Background: an optimization exercise with open tools, aiming at small area, a short achievable clock period and few clock cycles per item. Do not read the settings as production practice.
RTL that was checked went through simulation tests only; none was proved equivalent to the original.
Power and IR drop assume default switching activity.

==> flow/design.v (excerpt) <==
module rle_codec (
    input  wire        clk,
    input  wire        rst,
    input  wire        enc_in_valid,
    output wire        enc_in_ready,
    input  wire [31:0] enc_in_data,
    input  wire [2:0]  enc_in_bytes,
    input  wire        enc_in_last,
    output wire        enc_out_valid,
    input  wire        enc_out_ready,
    output wire [15:0] enc_out_desc,
    output wire        enc_out_last,
    input  wire        dec_in_valid,
    output wire        dec_in_ready,
    input  wire [15:0] dec_in_desc,
    input  wire        dec_in_last,
    output wire        dec_out_valid,
    input  wire        dec_out_ready,
    output wire [31:0] dec_out_data,
    output wire [2:0]  dec_out_bytes,
    output wire        dec_out_last
);
Size: roughly 740 cells after synthesis, roughly 7800 um^2 of cells after synthesis.
export LEC_CHECK = 0
export CAP_MARGIN = 20
export CORE_MARGIN = 2
export CORE_UTILIZATION = 40
export CTS_BUF_LIST = sky130_fd_sc_hd__clkbuf_4 sky130_fd_sc_hd__clkbuf_8
export SETUP_SLACK_MARGIN = 3.7
export SLEW_MARGIN = 20
create_clock -name core_clock -period 6.0 [get_ports {clk}]
standard.sh (not shown) runs the stock make flow with config.mk's settings and CLKGATE_MAP_FILE= SYNTH_SCRIPT=/design/flow/synth_recipe.tcl, a recipe that flattens the netlist after the stock synthesis.
==> flow/flow/run.sh <==
#!/bin/bash
set -euo pipefail
export BUFFER_PORTS_ARGS="-buffer_cell sky130_fd_sc_hd__buf_1"
bash standard.sh > standard_make.log 2>&1
Edit:
--- a/flow/design.v
+++ b/flow/design.v
@@ -115,16 +115,18 @@
     wire [10:0] len_a = has_st ? (oc ? 11'd0 : {9'h1FF, ~e_idx}) :
                         (oc ? {8'd0, b_cnt} : {9'd0, l_m_e});
     wire       e_raw = !oc && !p_sol;   
     wire       e_last = b_last && !oc && |(f1c & lastv);
     wire       r_bit = run_act ? run_bit : p_bit;
     wire       act_n  = busy ? (oc || !(|(evc & lastv))) : run_act;
     wire       bit_n  = busy ? |(lastv & bt) : run_bit;
-    wire       atc_n  = busy ? (quiet && near_q && lo_q == 2'd3) : at_cap;
-    wire       capish = (busy && near_q) || at_cap || (|cap);
+    wire [3:0] hit47  = {run_len == 11'd2043, run_len == 11'd2044, run_len == 11'd2045,
+                         run_len == 11'd2046};
+    wire       atc_n  = busy ? (quiet && |(lastv & hit47)) : at_cap;
+    wire       capish = (busy && &run_len[10:5]) || at_cap || (|cap);    
     wire       oc_n   = act_n && (atc_n || !n_sol[0] || (n_bt[0] != bit_n));
     wire [3:0] nevc   = n_ev & n_v;
     wire       n_none = !oc_n && nevc == 4'b0000;
     wire       n_one  = oc_n ? (nevc == 4'b0000) : (first_of(nevc) == nevc);
     wire       emit_now = go && !quiet;
     wire       bud_sure = !emit_now && !(out_valid && !out_ready);
     wire       sure   = !capish && (n_none || (SMART && n_one && bud_sure));
@@ -173,15 +175,15 @@
                 if (e_raw)
                     out_desc <= {8'h00, p_byte};
                 else
                     out_desc <= {1'b1, r_bit, 3'b000, oc ? run_len : sum};
                 run_bit <= |(afirst & bt);
             end
         end
-        if (in_fire) begin
+        if (rdy) begin
             b_data <= n_data;
             sol    <= n_sol;
             ev     <= n_ev;
             b_last <= n_last;
         end
     end
 endmodule
What happened:
- The changed run completed without violations
- via count is higher by 1.7%
- worst setup slack improved by 0.21 ns
- routed wire length came out higher by 1.8%
- global-route usage falls by 0.17 points
- clock power went down by 9.6%
- count of clock-buffer cells in the layout stays the same
- area after synthesis stays flat
- sequential cell count does not change
- register-to-register slack gets better by 0.21 ns
- core utilization climbs by 3.2 points
- non-clock buffer count increases by 33
Testbench counts after the change, summed over its fixed seeds: cycles 28,756, bytes 104,336.
For the first run of this note, only the layout was checked, not whether the RTL still works.

---

RTL: one of the versions met above, not the one the previous note started from.
For scale: roughly 730 cells after synthesis, about 150 flip-flops.
==> flow/design.v (excerpt) <==
module rle_codec (
    input  wire        clk,
    input  wire        rst,
    input  wire        enc_in_valid,
    output wire        enc_in_ready,
    input  wire [31:0] enc_in_data,
    input  wire [2:0]  enc_in_bytes,
    input  wire        enc_in_last,
    output wire        enc_out_valid,
    input  wire        enc_out_ready,
    output wire [15:0] enc_out_desc,
    output wire        enc_out_last,
    input  wire        dec_in_valid,
    output wire        dec_in_ready,
    input  wire [15:0] dec_in_desc,
    input  wire        dec_in_last,
    output wire        dec_out_valid,
    input  wire        dec_out_ready,
    output wire [31:0] dec_out_data,
    output wire [2:0]  dec_out_bytes,
    output wire        dec_out_last
);
    rle_enc u_enc (
        .clk(clk), .rst(rst),
        .in_valid(enc_in_valid), .in_ready(enc_in_ready),
        .in_data(enc_in_data), .in_bytes(enc_in_bytes), .in_last(enc_in_last),
        .out_valid(enc_out_valid), .out_ready(enc_out_ready),
  ...
clock: 6.0 ns
lec_check: 0
cap_margin: 20
core_margin: 2
core_utilization: 40
cts_buf_list: sky130_fd_sc_hd__clkbuf_4 sky130_fd_sc_hd__clkbuf_8
setup_slack_margin: 3.6
slew_margin: 20
Scripts as last shown in full above: flow/flow/run.sh
Testbench counts at the start, summed over its fixed seeds: cycles 28,756, bytes 104,336.
==> next run, changes <==
--- a/flow/design.v
+++ b/flow/design.v
@@ -1,35 +1,36 @@
-module rle_enc #(parameter SMART = 1) (
+module rle_enc #(parameter SMART = 0) (
     input  wire        clk,
     input  wire        rst,
     input  wire        in_valid,
     output wire        in_ready,
     input  wire [31:0] in_data,    
     input  wire [2:0]  in_bytes,   
     input  wire        in_last,    
     output reg         out_valid,
     input  wire        out_ready,
     output reg  [15:0] out_desc,
     output reg         out_last
 );
-    reg        rdy;
+    reg        rdy;         
+    reg        nrdy;        
     reg [31:0] b_data;
     reg [3:0]  v;
     reg [3:0]  sol;
     reg [3:0]  ev;
     reg        b_last;
     reg        run_act;
     reg        run_bit;
     reg [10:0] run_len;
     reg        at_cap;      
     reg [3:0]  cap;         
     reg        oc;          
     assign in_ready = rdy;
-    wire in_fire  = in_valid && rdy;
+    wire in_fire  = in_valid && !nrdy;
     wire out_free = !out_valid || out_ready;
     function [8:0] inc9;
         input [8:0] x;
         integer k;
         begin
             inc9[0] = ~x[0];
             for (k = 1; k < 9; k = k + 1)
                 inc9[k] = x[k] ^ (&(x | ~((9'd1 << k) - 9'd1)));
@@ -129,16 +130,17 @@
     wire       n_one  = oc_n ? (nevc == 4'b0000) : (first_of(nevc) == nevc);
     wire       emit_now = go && !quiet;
     wire       bud_sure = !emit_now && !(out_valid && !out_ready);
     wire       sure   = !capish && (n_none || (SMART && n_one && bud_sure));
     wire       left   = busy && !(go && v_nxt == 4'b0000);
     always @(posedge clk) begin
         if (rst) begin
             rdy       <= 1'b1;
+            nrdy      <= 1'b0;
             oc        <= 1'b0;
             v         <= 4'b0000;
             run_act   <= 1'b0;
             run_len   <= 11'd0;
             at_cap    <= 1'b0;
             cap       <= 4'b0000;
             out_valid <= 1'b0;
         end else begin
@@ -157,34 +159,35 @@
                     run_act <= |absb;
                     run_len <= len_a;
                     at_cap  <= 1'b0;
                     cap     <= 4'b0000;
                 end
             end
             if (in_fire)
                 v <= n_v;
-            rdy <= in_fire ? sure : !left;
+            rdy  <= in_fire ? sure : !left;
+            nrdy <= in_fire ? !sure : left;
             oc  <= in_fire ? oc_n : (oc && !go);
         end
     end
     always @(posedge clk) begin
         if (go) begin
             if (quiet) begin
                 run_bit <= r_bit;
             end else begin
                 out_last <= e_last;
                 if (e_raw)
                     out_desc <= {8'h00, p_byte};
                 else
                     out_desc <= {1'b1, r_bit, 3'b000, oc ? run_len : sum};
                 run_bit <= |(afirst & bt);
             end
         end
-        if (rdy) begin
+        if (!nrdy) begin
             b_data <= n_data;
             sol    <= n_sol;
             ev     <= n_ev;
             b_last <= n_last;
         end
     end
 endmodule
 module rle_dec (
What happened: Sequential power hardly moves; cell area came out lower by 2.4%; setup slack improves by 35 ps; final cell count came out lower by 1.3%; die area came out higher by 0.53%; synthesized area came out higher by 0.55%; utilization came out lower by 2.4 points; via count came out lower by 4.5%; wire length came out lower by 6.1%; synthesized cell count came out higher by 0.96%.
Function not checked in the second run of this note: the RTL went through the layout flow alone.

---

rle_codec, a different RTL version from the one above (not shown whole).
For scale: ~730 cells after synthesis, roughly 150 flip-flops, roughly 7800 sq um of cells after synthesis.
Settings: LEC_CHECK=0, CAP_MARGIN=20, CORE_MARGIN=2, CORE_UTILIZATION=40, CTS_BUF_LIST=sky130_fd_sc_hd__clkbuf_4 sky130_fd_sc_hd__clkbuf_8, SETUP_SLACK_MARGIN=3.5, SLEW_MARGIN=20; clock period 6.0 ns.
Scripts as last shown in full above: flow/flow/run.sh
==> next run, changes <==
--- a/flow/design.v
+++ b/flow/design.v
@@ -19,13 +19,12 @@
     reg        b_last;
     reg        run_act;
     reg        run_bit;
     reg [10:0] run_len;
     reg        at_cap;      
     reg [3:0]  cap;         
-    reg        oc;          
     assign in_ready = rdy;
     wire in_fire  = in_valid && rdy;
     wire out_free = !out_valid || out_ready;
     function [8:0] inc9;
         input [8:0] x;
         integer k;
@@ -47,14 +46,13 @@
                           (n_bytes == 3'd3) ? 4'b0111 : 4'b1111;
     wire [3:0]  n_sol, n_bt, n_ev;
     genvar g;
     generate
         for (g = 0; g < 4; g = g + 1) begin : cls
             wire [7:0] b = n_data[31 - 8 * g -: 8];
-            wire hz = ~|b[7:4], hf = &b[7:4], lz = ~|b[3:0], lf = &b[3:0];
-            assign n_sol[g] = (hz && lz) || (hf && lf);
+            assign n_sol[g] = (b == 8'h00) || (b == 8'hFF);
             assign n_bt[g]  = b[7];
         end
         for (g = 0; g < 3; g = g + 1) begin : brk
             wire same = n_sol[g + 1] && (n_bt[g + 1] == n_bt[g]);
             assign n_ev[g] = !n_sol[g] || (n_v[g + 1] ? !same : n_last);
         end
@@ -65,12 +63,13 @@
     wire [3:0] lastv = v & ~{1'b0, v[3:1]};
     wire       busy  = |v;
     wire       p_sol = |(first & sol);
     wire       p_bit = |(first & bt);
     wire [7:0] p_byte = ({8{first[0]}} & b_data[31:24]) | ({8{first[1]}} & b_data[23:16]) |
                         ({8{first[2]}} & b_data[15:8])  | ({8{first[3]}} & b_data[7:0]);
+    wire       oc    = v[0] && run_act && (at_cap || !sol[0] || (bt[0] != run_bit));
     wire [3:0] evr   = ev & v;
     wire [3:0] evc   = (ev | cap) & v;
     wire [3:0] f1c   = first_of(evc);
     wire [3:0] f1r   = first_of(evr);
     wire [3:0] le1   = {~|f1c[2:0], ~|f1c[1:0], ~f1c[0], 1'b1};    
     wire [3:0] ev2   = evr & ~le1;
@@ -114,30 +113,27 @@
     end
     wire [10:0] len_a = has_st ? (oc ? 11'd0 : {9'h1FF, ~e_idx}) :
                         (oc ? {8'd0, b_cnt} : {9'd0, l_m_e});
     wire       e_raw = !oc && !p_sol;   
     wire       e_last = b_last && !oc && |(f1c & lastv);
     wire       r_bit = run_act ? run_bit : p_bit;
-    wire       act_n  = busy ? (oc || !(|(evc & lastv))) : run_act;
+    wire       ev_last = |(lastv & ev);
+    wire       act_n  = busy ? !ev_last : run_act;
     wire       bit_n  = busy ? |(lastv & bt) : run_bit;
-    wire [3:0] hit47  = {run_len == 11'd2043, run_len == 11'd2044, run_len == 11'd2045,
-                         run_len == 11'd2046};
-    wire       atc_n  = busy ? (quiet && |(lastv & hit47)) : at_cap;
-    wire       capish = (busy && &run_len[10:5]) || at_cap || (|cap);    
-    wire       oc_n   = act_n && (atc_n || !n_sol[0] || (n_bt[0] != bit_n));
+    wire       capish = (busy && near_q) || at_cap || (|cap);
+    wire       oc_n   = act_n && (!n_sol[0] || (n_bt[0] != bit_n));
     wire [3:0] nevc   = n_ev & n_v;
     wire       n_none = !oc_n && nevc == 4'b0000;
     wire       n_one  = oc_n ? (nevc == 4'b0000) : (first_of(nevc) == nevc);
     wire       emit_now = go && !quiet;
     wire       bud_sure = !emit_now && !(out_valid && !out_ready);
     wire       sure   = !capish && (n_none || (SMART && n_one && bud_sure));
     wire       left   = busy && !(go && v_nxt == 4'b0000);
     always @(posedge clk) begin
         if (rst) begin
             rdy       <= 1'b1;
-            oc        <= 1'b0;
             v         <= 4'b0000;
             run_act   <= 1'b0;
             run_len   <= 11'd0;
             at_cap    <= 1'b0;
             cap       <= 4'b0000;
             out_valid <= 1'b0;
@@ -160,13 +156,12 @@
                     cap     <= 4'b0000;
                 end
             end
             if (in_fire)
                 v <= n_v;
             rdy <= in_fire ? sure : !left;
-            oc  <= in_fire ? oc_n : (oc && !go);
         end
     end
     always @(posedge clk) begin
         if (go) begin
             if (quiet) begin
                 run_bit <= r_bit;
Result:
- The new run completed with no timing, DRC or antenna violations
- routed wire length went up by 2.0%
- via count increases by 2.2%
- combinational power came out higher by 57%
- worst setup slack degrades by 0.11 ns
- total power increases by 18%
- first-iteration DRC count went down by 9.1%
- final area rises by 3.9%
- global-route usage grows by 0.23 points
- clock-buffer cell count stays the same
No functional check of the RTL was part of any run of this note.

---

RTL: one of the versions met above, not the one the previous note started from.
Size: roughly 740 cells after synthesis, ~150 flip-flops, about 120 I/O pins.
clock: 6.0 ns
lec_check: 0
cap_margin: 20
core_margin: 2
core_utilization: 40
cts_buf_list: sky130_fd_sc_hd__clkbuf_4 sky130_fd_sc_hd__clkbuf_8
setup_slack_margin: 3.5
slew_margin: 20
Scripts as last shown in full above: flow/flow/run.sh
Edit:
--- a/flow/design.v
+++ b/flow/design.v
@@ -8,26 +8,27 @@
     input  wire        in_last,    
     output reg         out_valid,
     input  wire        out_ready,
     output reg  [15:0] out_desc,
     output reg         out_last
 );
-    reg        rdy;
+    reg        rdy;         
+    reg        nrdy;        
     reg [31:0] b_data;
     reg [3:0]  v;
     reg [3:0]  sol;
     reg [3:0]  ev;
     reg        b_last;
     reg        run_act;
     reg        run_bit;
     reg [10:0] run_len;
     reg        at_cap;      
     reg [3:0]  cap;         
     reg        oc;          
     assign in_ready = rdy;
-    wire in_fire  = in_valid && rdy;
+    wire in_fire  = in_valid && !nrdy;
     wire out_free = !out_valid || out_ready;
     function [8:0] inc9;
         input [8:0] x;
         integer k;
         begin
             inc9[0] = ~x[0];
@@ -116,25 +117,28 @@
                         (oc ? {8'd0, b_cnt} : {9'd0, l_m_e});
     wire       e_raw = !oc && !p_sol;   
     wire       e_last = b_last && !oc && |(f1c & lastv);
     wire       r_bit = run_act ? run_bit : p_bit;
     wire       act_n  = busy ? (oc || !(|(evc & lastv))) : run_act;
     wire       bit_n  = busy ? |(lastv & bt) : run_bit;
-    wire       atc_n  = busy ? (quiet && near_q && lo_q == 2'd3) : at_cap;
-    wire       capish = (busy && near_q) || at_cap || (|cap);
+    wire [3:0] hit47  = {run_len == 11'd2043, run_len == 11'd2044, run_len == 11'd2045,
+                         run_len == 11'd2046};
+    wire       atc_n  = busy ? (quiet && |(lastv & hit47)) : at_cap;
+    wire       capish = (busy && &run_len[10:5]) || at_cap || (|cap);    
     wire       oc_n   = act_n && (atc_n || !n_sol[0] || (n_bt[0] != bit_n));
     wire [3:0] nevc   = n_ev & n_v;
     wire       n_none = !oc_n && nevc == 4'b0000;
     wire       n_one  = oc_n ? (nevc == 4'b0000) : (first_of(nevc) == nevc);
     wire       emit_now = go && !quiet;
     wire       bud_sure = !emit_now && !(out_valid && !out_ready);
     wire       sure   = !capish && (n_none || (SMART && n_one && bud_sure));
     wire       left   = busy && !(go && v_nxt == 4'b0000);
     always @(posedge clk) begin
         if (rst) begin
             rdy       <= 1'b1;
+            nrdy      <= 1'b0;
             oc        <= 1'b0;
             v         <= 4'b0000;
             run_act   <= 1'b0;
             run_len   <= 11'd0;
             at_cap    <= 1'b0;
             cap       <= 4'b0000;
@@ -157,13 +161,14 @@
                     at_cap  <= 1'b0;
                     cap     <= 4'b0000;
                 end
             end
             if (in_fire)
                 v <= n_v;
-            rdy <= in_fire ? sure : !left;
+            rdy  <= in_fire ? sure : !left;
+            nrdy <= in_fire ? !sure : left;
             oc  <= in_fire ? oc_n : (oc && !go);
         end
     end
     always @(posedge clk) begin
         if (go) begin
             if (quiet) begin
@@ -174,13 +179,13 @@
                     out_desc <= {8'h00, p_byte};
                 else
                     out_desc <= {1'b1, r_bit, 3'b000, oc ? run_len : sum};
                 run_bit <= |(afirst & bt);
             end
         end
-        if (in_fire) begin
+        if (!nrdy) begin
             b_data <= n_data;
             sol    <= n_sol;
             ev     <= n_ev;
             b_last <= n_last;
         end
     end
The changed run finished with timing, DRC and antenna clean.
Maximum frequency goes up by 8.9%.
Clock-buffer cell count goes up by 2.
Sequential power is about the same.
Worst setup slack improves by 0.22 ns.
Area after synthesis goes up by 0.48%.
Via count goes down by 2.6%.
Power goes up by 3.4%.
Clock power goes down by 2.9%.
Hold slack degrades by 0.0079 ns.
No functional check of the RTL was part of any run of this note.

separate check: timing with driven ports:
Ports are ideal in the flow. The routed layouts listed here were re-timed in OpenROAD. Step 1 assumes that a clkbuf_16 drives the clock port and a buf_2 every other input. Step 2, shift: input delay + t, output delay - t, t = (earliest + latest rising clock arrival at the registers) / 2. This alone moves slack from input paths to output paths. Three values: ideal, step 1, step 2; two values: the first two.
| run | t, ns | setup slack, ns | hold slack, ns | worst setup path after step 2 | cell pins on the clock port's net |
|---|---|---|---|---|---|
| the first run of note 1 | 0.488 | 3.335 / 3.335 / 3.008 | 0.479 / 0.479 / 0.479 | input to register | 1 |
| the second run of note 1 | 0.498 | 3.548 / 3.548 / 3.154 | 0.472 / 0.472 / 0.472 | input to register | 1 |
| the first run of note 2 | 0.508 | 3.543 / 3.543 / 3.135 | 0.472 / 0.472 / 0.472 | input to register | 1 |
| the second run of note 2 | 0.495 | 3.578 / 3.578 / 3.120 | 0.475 / 0.475 / 0.475 | input to register | 1 |
| the first run of note 3 | 0.493 | 3.514 / 3.535 / 3.041 | 0.463 / 0.463 / 0.463 | input to register | 1 |
| the second run of note 3 | 0.494 | 3.408 / 3.413 / 2.918 | 0.483 / 0.483 / 0.483 | input to register | 1 |
| the first run of note 4 | 0.494 | 3.265 / 3.265 / 3.002 | 0.480 / 0.480 / 0.480 | input to register | 1 |
| the second run of note 4 | 0.480 | 3.489 / 3.489 / 3.117 | 0.472 / 0.472 / 0.472 | input to register | 1 |
After both steps setup and hold are still met in every run listed. For the second run of note 3, which loses most, drivers alone change the setup slack by +0.005 ns; drivers and shift together by -0.490 ns.
